Source: an optimization exercise on an open RTL-to-GDS flow (aim: small area and a short achievable clock period). Production flows keep margins and buffers that such runs may drop. At most, simulation tests tie the RTL to the original design; equivalence was not proved. The flow treats the clock pin as an ideal source. Dropping or thinning the clock tree relies on that and would not hold on a real chip. Power and IR drop assume default switching activity.

Design jtag_pdi_sniffer, start of the top module:
module jtag_pdi_sniffer (
    input  wire       clk,
    input  wire       rst,         
    input  wire       smp_valid,   
    input  wire       tms,
    input  wire       tdi,
    input  wire       tdo,
    output wire       out_valid,
    output wire [7:0] out_data,
    output wire       pdi_err
);
Size in the first run: about 600 cells after synthesis, about 150 flip-flops, roughly 16 I/O pins, about 0.0058 mm² of cells after synthesis.
export LEC_CHECK = 0
export CAP_MARGIN = 20
export CORE_MARGIN = 2
export CORE_UTILIZATION = 65
export PLACE_DENSITY = 0.75
export SETUP_SLACK_MARGIN = 4.6
export SLEW_MARGIN = 20
create_clock -name core_clock -period 6.5 [get_ports {clk}]
standard.sh (not shown) runs the stock make flow with config.mk's settings and CLKGATE_MAP_FILE= SYNTH_SCRIPT=/design/flow/synth_recipe.tcl, a recipe that flattens the netlist after the stock synthesis.
==> flow/flow/run.sh <==
#!/bin/bash
# Standard ORFS layout, except that the clock tree is built by flow/pre_cts.tcl
# (a flat tree of four clock buffers) instead of TritonCTS.
set -euo pipefail
W=$(pwd)
export PRE_CTS_TCL="$W/flow/pre_cts.tcl"
bash standard.sh finish > "$W/orfs_flow.log" 2>&1
Other scripts of this flow, unchanged in this note and not shown: flow/flow/mcts.tcl, flow/flow/pre_cts.tcl
Edit:
--- a/flow/design.v
+++ b/flow/design.v
@@ -17,30 +17,27 @@
                      S_EXIT1_DR   = 4'h1,
                      S_PAUSE_DR   = 4'h3,
                      S_EXIT2_DR   = 4'h0,
                      S_UPDATE_DR  = 4'h5,
                      S_SELECT_IR  = 4'h4,
                      S_CAPTURE_IR = 4'hE,
                      S_SHIFT_IR   = 4'hA,
                      S_EXIT1_IR   = 4'h9,
                      S_PAUSE_IR   = 4'hB,
                      S_EXIT2_IR   = 4'h8,
                      S_UPDATE_IR  = 4'hD;
-    reg sv, st, si, so, rr;
-    always @(posedge clk) begin
-        sv <= smp_valid;
-        st <= tms;
-        si <= tdi;
-        so <= tdo;
-        rr <= rst;
-    end
+    wire sv = smp_valid;
+    wire st = tms;
+    wire si = tdi;
+    wire so = tdo;
+    wire rr = rst;
     reg [3:0]  tap;
     reg        ir_id;      
     reg        ir_pdi;     
     reg [3:0]  irs;
     reg [31:0] dri;
     reg [31:22] dro;
     reg        par_w;      
     reg        par_r;      
     reg [3:0] tap_next;
     always @(*) begin
         case (tap)
@@ -228,24 +225,24 @@
     always @(posedge clk) begin
         if (rr) begin
             e3 <= 1'b0; e2 <= 1'b0; e1 <= 1'b0; e0 <= 1'b0;
             ep <= 1'b0;
         end else begin
             e3 <= iev;
             e2 <= e3;
             e1 <= e2;
             e0 <= e1;
             ep <= pdi_byte;
         end
-        ov   <= !rst && !rr && (iev || e3 || e2 || e1 || e0 || pdi_byte || ep);
-        perr <= !rst && !rr && pev && bad;
+        ov   <= !rr && (iev || e3 || e2 || e1 || e0 || pdi_byte || ep);
+        perr <= !rr && pev && bad;
         od <= ({8{iev}}      & 8'h10)
             | ({8{pdi_byte}} & 8'h11)
             | ({8{e3}}       & dri[31:24])
             | ({8{e2}}       & dri[23:16])
             | ({8{e1}}       & dri[15:8])
             | ({8{e0}}       & dri[7:0])
             | ({8{ep}}       & b);
     end
     assign out_valid = ov;
     assign out_data  = od;
     assign pdi_err   = perr;
- sequential power went down by 3.9%
- core utilization went up by 5.5 points
- power went down by 2.0%
- wire length went up by 16%
- synthesized cell count went down by about 0.7%
- flip-flop and latch count went down by 5
- final cell count went up by about 1.4%
- area after synthesis went down by 2.0%
- die area went down by about 2%
- worst hold slack gets worse by 0.015 ns
- via count went up by 4.1%
The RTL of the second run of this note was laid out without a check of its function. No run of this note takes its clock network from TritonCTS; it comes from the design's own scripts or RTL.


Setup of blue:
The RTL this note starts from:
==> flow/design.v <==
module jtag_pdi_sniffer (
    input  wire       clk,
    input  wire       rst,         
    input  wire       smp_valid,   
    input  wire       tms,
    input  wire       tdi,
    input  wire       tdo,
    output wire       out_valid,
    output wire [7:0] out_data,
    output wire       pdi_err
);
    localparam [3:0] S_RESET      = 4'hF,
                     S_IDLE       = 4'hC,
                     S_SELECT_DR  = 4'h7,
                     S_CAPTURE_DR = 4'h6,
                     S_SHIFT_DR   = 4'h2,
                     S_EXIT1_DR   = 4'h1,
                     S_PAUSE_DR   = 4'h3,
                     S_EXIT2_DR   = 4'h0,
                     S_UPDATE_DR  = 4'h5,
                     S_SELECT_IR  = 4'h4,
                     S_CAPTURE_IR = 4'hE,
                     S_SHIFT_IR   = 4'hA,
                     S_EXIT1_IR   = 4'h9,
                     S_PAUSE_IR   = 4'hB,
                     S_EXIT2_IR   = 4'h8,
                     S_UPDATE_IR  = 4'hD;
    reg sv, st, si, so, rr;
    always @(posedge clk) begin
        sv <= smp_valid;
        st <= tms;
        si <= tdi;
        so <= tdo;
        rr <= rst;
    end
    reg [3:0]  tap;
    reg        ir_id;      
    reg        ir_pdi;     
    reg [3:0]  irs;
    reg [31:0] dri;
    reg [31:22] dro;
    reg        par_w;      
    reg        par_r;      
    reg [3:0] tap_next;
    always @(*) begin
        case (tap)
            S_RESET:      tap_next = st ? S_RESET     : S_IDLE;
            S_IDLE:       tap_next = st ? S_SELECT_DR : S_IDLE;
            S_SELECT_DR:  tap_next = st ? S_SELECT_IR : S_CAPTURE_DR;
            S_CAPTURE_DR: tap_next = st ? S_EXIT1_DR  : S_SHIFT_DR;
            S_SHIFT_DR:   tap_next = st ? S_EXIT1_DR  : S_SHIFT_DR;
            S_EXIT1_DR:   tap_next = st ? S_UPDATE_DR : S_PAUSE_DR;
            S_PAUSE_DR:   tap_next = st ? S_EXIT2_DR  : S_PAUSE_DR;
            S_EXIT2_DR:   tap_next = st ? S_UPDATE_DR : S_SHIFT_DR;
            S_UPDATE_DR:  tap_next = st ? S_SELECT_DR : S_IDLE;
            S_SELECT_IR:  tap_next = st ? S_RESET     : S_CAPTURE_IR;
            S_CAPTURE_IR: tap_next = st ? S_EXIT1_IR  : S_SHIFT_IR;
            S_SHIFT_IR:   tap_next = st ? S_EXIT1_IR  : S_SHIFT_IR;
            S_EXIT1_IR:   tap_next = st ? S_UPDATE_IR : S_PAUSE_IR;
            S_PAUSE_IR:   tap_next = st ? S_EXIT2_IR  : S_PAUSE_IR;
            S_EXIT2_IR:   tap_next = st ? S_UPDATE_IR : S_SHIFT_IR;
            S_UPDATE_IR:  tap_next = st ? S_SELECT_DR : S_IDLE;
            default:      tap_next = st ? S_SELECT_DR : S_IDLE;
        endcase
    end
    wire commit = sv && (tap == S_UPDATE_DR);
    reg  iev;              
    reg  pev;              
    always @(posedge clk) begin
        iev <= commit && ir_id;
        pev <= commit && ir_pdi;
        if (rr) begin
            tap    <= S_RESET;
            ir_id  <= 1'b1;
            ir_pdi <= 1'b0;
            irs    <= 4'h0;
            dri    <= 32'h0;
            dro    <= 10'h0;
            par_w  <= 1'b0;
            par_r  <= 1'b0;
        end else if (sv) begin
            case (tap)
                S_RESET: begin
                    ir_id  <= 1'b1;
                    ir_pdi <= 1'b0;
                end
                S_SHIFT_DR: begin
                    dri   <= {si, dri[31:1]};
                    dro   <= {so, dro[31:23]};
                    par_w <= par_w ^ dri[31] ^ dri[22];
                    par_r <= par_r ^ dro[31] ^ dro[22];
                end
                S_SHIFT_IR:  irs <= {si, irs[3:1]};
                S_UPDATE_IR: begin
                    ir_id  <= (irs == 4'h3);
                    ir_pdi <= (irs == 4'h7);
                end
                default: ;
            endcase
            tap <= tap_next;
        end
    end
    reg        idl;        
    reg        rd;         
    reg        big;        
    reg        lds;        
    reg        cap;        
    reg [1:0]  arg;        
    reg [2:0]  kc;         
    reg [23:0] acc;        
    localparam [1:0] P_NONE = 2'd0, P_DEC = 2'd1, P_LD = 2'd2, P_CLR = 2'd3;
    reg [31:0] rg;
    reg [1:0]  ph;
    reg [1:0]  pop;        
    reg        pa;         
    reg        bw;         
    wire       enz = |rg;  
    wire       bad = rd ? par_r : par_w;
    wire [7:0] b   = rd ? dro[29:22] : dri[29:22];
    wire       act = (pop != P_NONE) && (pa || ph == 2'd0);
    wire       bin = (ph == 2'd0) || bw;
    reg  [7:0] ldb;
    always @(*) begin
        case (ph)
            2'd0:    ldb = dri[29:22];
            2'd1:    ldb = acc[7:0];
            2'd2:    ldb = acc[15:8];
            default: ldb = acc[23:16];
        endcase
    end
    reg  [7:0] nb;
    always @(*) begin
        if (!act)
            nb = rg[7:0];
        else case (pop)
            P_DEC:   nb = rg[7:0] - {7'd0, bin};
            P_LD:    nb = (ph <= arg) ? ldb : 8'd0;
            default: nb = 8'd0;
        endcase
    end
    always @(posedge clk) begin
        rg   <= {nb, rg[31:8]};
        ph   <= ph + 2'd1;
        bw   <= bin && (rg[7:0] == 8'd0);
        pa   <= act && ph != 2'd3;
        if (act && ph == 2'd3)
            pop <= P_NONE;
        if (rr) begin
            idl <= 1'b1;
            rd  <= 1'b0;
            big <= 1'b0;
            lds <= 1'b0;
            cap <= 1'b0;
            pop <= P_CLR;
            pa  <= 1'b0;
        end else if (pev) begin
            if (bad) begin
                idl <= 1'b1;
                rd  <= 1'b0;
                big <= 1'b0;
                lds <= 1'b0;
                cap <= 1'b0;
                if (big) pop <= P_CLR;
            end else if (idl) begin
                case (b[7:4])
                    4'h0: begin idl <= 1'b0; lds <= 1'b1; end   
                    4'h1: begin idl <= 1'b0; rd <= 1'b1; big <= 1'b1; end  
                    4'h2: begin idl <= 1'b0; end  
                    4'h3: begin idl <= 1'b0; big <= 1'b1; end  
                    4'h4: begin idl <= 1'b0; rd <= 1'b1; end  
                    4'h5: begin idl <= 1'b0; cap <= 1'b1; end  
                    4'h6: begin idl <= 1'b0; end  
                    4'h7: begin idl <= 1'b0; end  
                    4'hF: ;                                    
                    default: begin idl <= 1'b0; rd <= 1'b1; end  
                endcase
            end else begin
                if (kc != 3'd0) begin
                end else if (big && enz) begin
                    pop <= P_DEC;
                end else begin
                    if (cap) begin
                        pop <= P_LD;
                        cap <= 1'b0;
                    end
                    if (lds) begin
                        rd  <= 1'b1;
                        lds <= 1'b0;
                    end else begin
                        idl <= 1'b1;
                        rd  <= 1'b0;
                        big <= 1'b0;
                    end
                end
            end
        end
    end
    reg [2:0] kc_cmd;
    always @(*) begin
        case (b[7:4])
            4'h0:    kc_cmd = {1'b0, b[3:2]};                            
            4'h2:    kc_cmd = {1'b0, b[3:2]} + {1'b0, b[1:0]} + 3'd1;    
            4'h1, 4'h3, 4'h5:
                     kc_cmd = {1'b0, b[1:0]};                            
            4'h7:    kc_cmd = 3'd7;                                      
            default: kc_cmd = 3'd0;
        endcase
    end
    always @(posedge clk) begin
        if (pev && !bad) begin
            if (idl) begin
                arg <= b[1:0];
                kc  <= kc_cmd;
            end else if (kc != 3'd0) begin
                kc <= kc - 3'd1;
                if (cap) acc <= {acc[15:0], b};
            end else begin
                kc <= {1'b0, arg};
            end
        end
    end
    wire pdi_byte = pev && !bad && !idl;
    reg [2:0] es;          
    reg       pd;          
    reg       pdr;         
    reg       ov;
    reg       perr;
    reg [7:0] od;
    always @(posedge clk) begin
        if (rr)
            es <= 3'd0;
        else if (iev)
            es <= 3'd4;
        else if (pdi_byte)
            es <= 3'd1;
        else if (es != 3'd0)
            es <= es - 3'd1;
        if (iev) begin
            pd <= 1'b0;
        end else if (pdi_byte) begin
            pd  <= 1'b1;
            pdr <= rd;
        end
        ov   <= !rst && !rr && (iev || pdi_byte || es != 3'd0);
        perr <= !rst && !rr && pev && bad;
        if (iev)
            od <= 8'h10;
        else if (pdi_byte)
            od <= 8'h11;
        else case (es)
            3'd4:    od <= dri[31:24];
            3'd3:    od <= dri[23:16];
            3'd2:    od <= dri[15:8];
            default: od <= pd ? (pdr ? dro[29:22] : dri[29:22]) : dri[7:0];
        endcase
    end
    assign out_valid = ov;
    assign out_data  = od;
    assign pdi_err   = perr;
endmodule
clock: 6.5 ns
lec_check: 0
cap_margin: 20
core_margin: 2
core_utilization: 65
place_density: 0.75
setup_slack_margin: 4.6
slew_margin: 20
Scripts as last shown in full above: flow/flow/run.sh
Other scripts of this flow, unchanged in this note and not shown: flow/flow/mcts.tcl, flow/flow/pre_cts.tcl
### blue -> red
--- a/flow/design.v
+++ b/flow/design.v
@@ -64,12 +64,14 @@
         endcase
     end
     wire commit = sv && (tap == S_UPDATE_DR);
     reg  iev;              
+    reg  pcm;              
     reg  pev;              
     always @(posedge clk) begin
         iev <= commit && ir_id;
-        pev <= commit && ir_pdi;
+        pcm <= commit && ir_pdi;
+        pev <= pcm;
         if (rr) begin
             tap    <= S_RESET;
             ir_id  <= 1'b1;
             ir_pdi <= 1'b0;
@@ -218,42 +220,34 @@
                 kc <= {1'b0, arg};
             end
         end
     end
-    wire pdi_byte = pev && !bad && !idl;
-    reg [2:0] es;          
-    reg       pd;          
-    reg       pdr;         
+    wire pdi_byte = pcm && !bad && !idl;
+    reg       e3, e2, e1, e0;    
+    reg       ep;                
     reg       ov;
     reg       perr;
     reg [7:0] od;
     always @(posedge clk) begin
-        if (rr)
-            es <= 3'd0;
-        else if (iev)
-            es <= 3'd4;
-        else if (pdi_byte)
-            es <= 3'd1;
-        else if (es != 3'd0)
-            es <= es - 3'd1;
-        if (iev) begin
-            pd <= 1'b0;
-        end else if (pdi_byte) begin
-            pd  <= 1'b1;
-            pdr <= rd;
-        end
-        ov   <= !rst && !rr && (iev || pdi_byte || es != 3'd0);
+        if (rr) begin
+            e3 <= 1'b0; e2 <= 1'b0; e1 <= 1'b0; e0 <= 1'b0;
+            ep <= 1'b0;
+        end else begin
+            e3 <= iev;
+            e2 <= e3;
+            e1 <= e2;
+            e0 <= e1;
+            ep <= pdi_byte;
+        end
+        ov   <= !rst && !rr && (iev || e3 || e2 || e1 || e0 || pdi_byte || ep);
         perr <= !rst && !rr && pev && bad;
-        if (iev)
-            od <= 8'h10;
-        else if (pdi_byte)
-            od <= 8'h11;
-        else case (es)
-            3'd4:    od <= dri[31:24];
-            3'd3:    od <= dri[23:16];
-            3'd2:    od <= dri[15:8];
-            default: od <= pd ? (pdr ? dro[29:22] : dri[29:22]) : dri[7:0];
-        endcase
+        od <= ({8{iev}}      & 8'h10)
+            | ({8{pdi_byte}} & 8'h11)
+            | ({8{e3}}       & dri[31:24])
+            | ({8{e2}}       & dri[23:16])
+            | ({8{e1}}       & dri[15:8])
+            | ({8{e0}}       & dri[7:0])
+            | ({8{ep}}       & b);
     end
     assign out_valid = ov;
     assign out_data  = od;
     assign pdi_err   = perr;
Findings:
The run showing the smaller register-to-register slack is blue. red vs. blue: part of the total power dissipated in combinational logic went down by 6.5 points. A worst setup path startpoint of od[1]$_DFF_P_ is what red shows, while od[5]$_SDFF_PP0_ belongs to blue. Between blue and red, the cell count went down. Comparing depth of the worst register-to-register path for blue and red, the smaller number came from red. red against blue: number of flops mapped to enable cells by yosys shows a reduction of about 3.3%; sum of routed wire length over all layers now smaller; placeable core region fell about 5%.
No run of this note takes its clock network from TritonCTS; it comes from the design's own scripts or RTL.

[afterwards: timing with drivers on the ports]
How much do the figures lean on ideal ports? The routed layouts below were timed once more, with nothing changed but the port constraints. Step 1: set_driving_cell puts a clkbuf_16 on clk and a buf_2 on each other input, an assumption about the parent block. Step 2 moves the port delays by t, midway between the first and last clock arrival at a register: inputs arrive t later, outputs are due t later. That takes back most of the time a late clock gives input paths. a / b / c = no drivers / after step 1 / after step 2; a / b = the first two.
| run | t, ns | slack for setup (ns) | worst hold slack (ns) | worst setup path after step 2 | slew at the worst register clock pin (ns) |
|---|---|---|---|---|---|
| the first run of note 1 | 0.300 | 4.535 / 4.463 / 4.586 | 0.351 / 0.351 / 0.351 | register to register | 0.08 / 0.08 |
| the second run of note 1 | 0.305 | 4.397 / 4.412 / 4.107 | 0.336 / 0.336 / 0.336 | input to register | 0.08 / 0.08 |
| blue | 0.302 | 4.522 / 4.451 / 4.370 | 0.343 / 0.343 / 0.343 | input to register | 0.08 / 0.08 |
| red | 0.308 | 4.530 / 4.452 / 4.383 | 0.350 / 0.350 / 0.350 | input to register | 0.08 / 0.08 |
After both steps setup and hold are still met in every run listed. The setup slack of the second run of note 1, which loses most, moves by +0.015 ns with the drivers and by -0.290 ns with both steps.
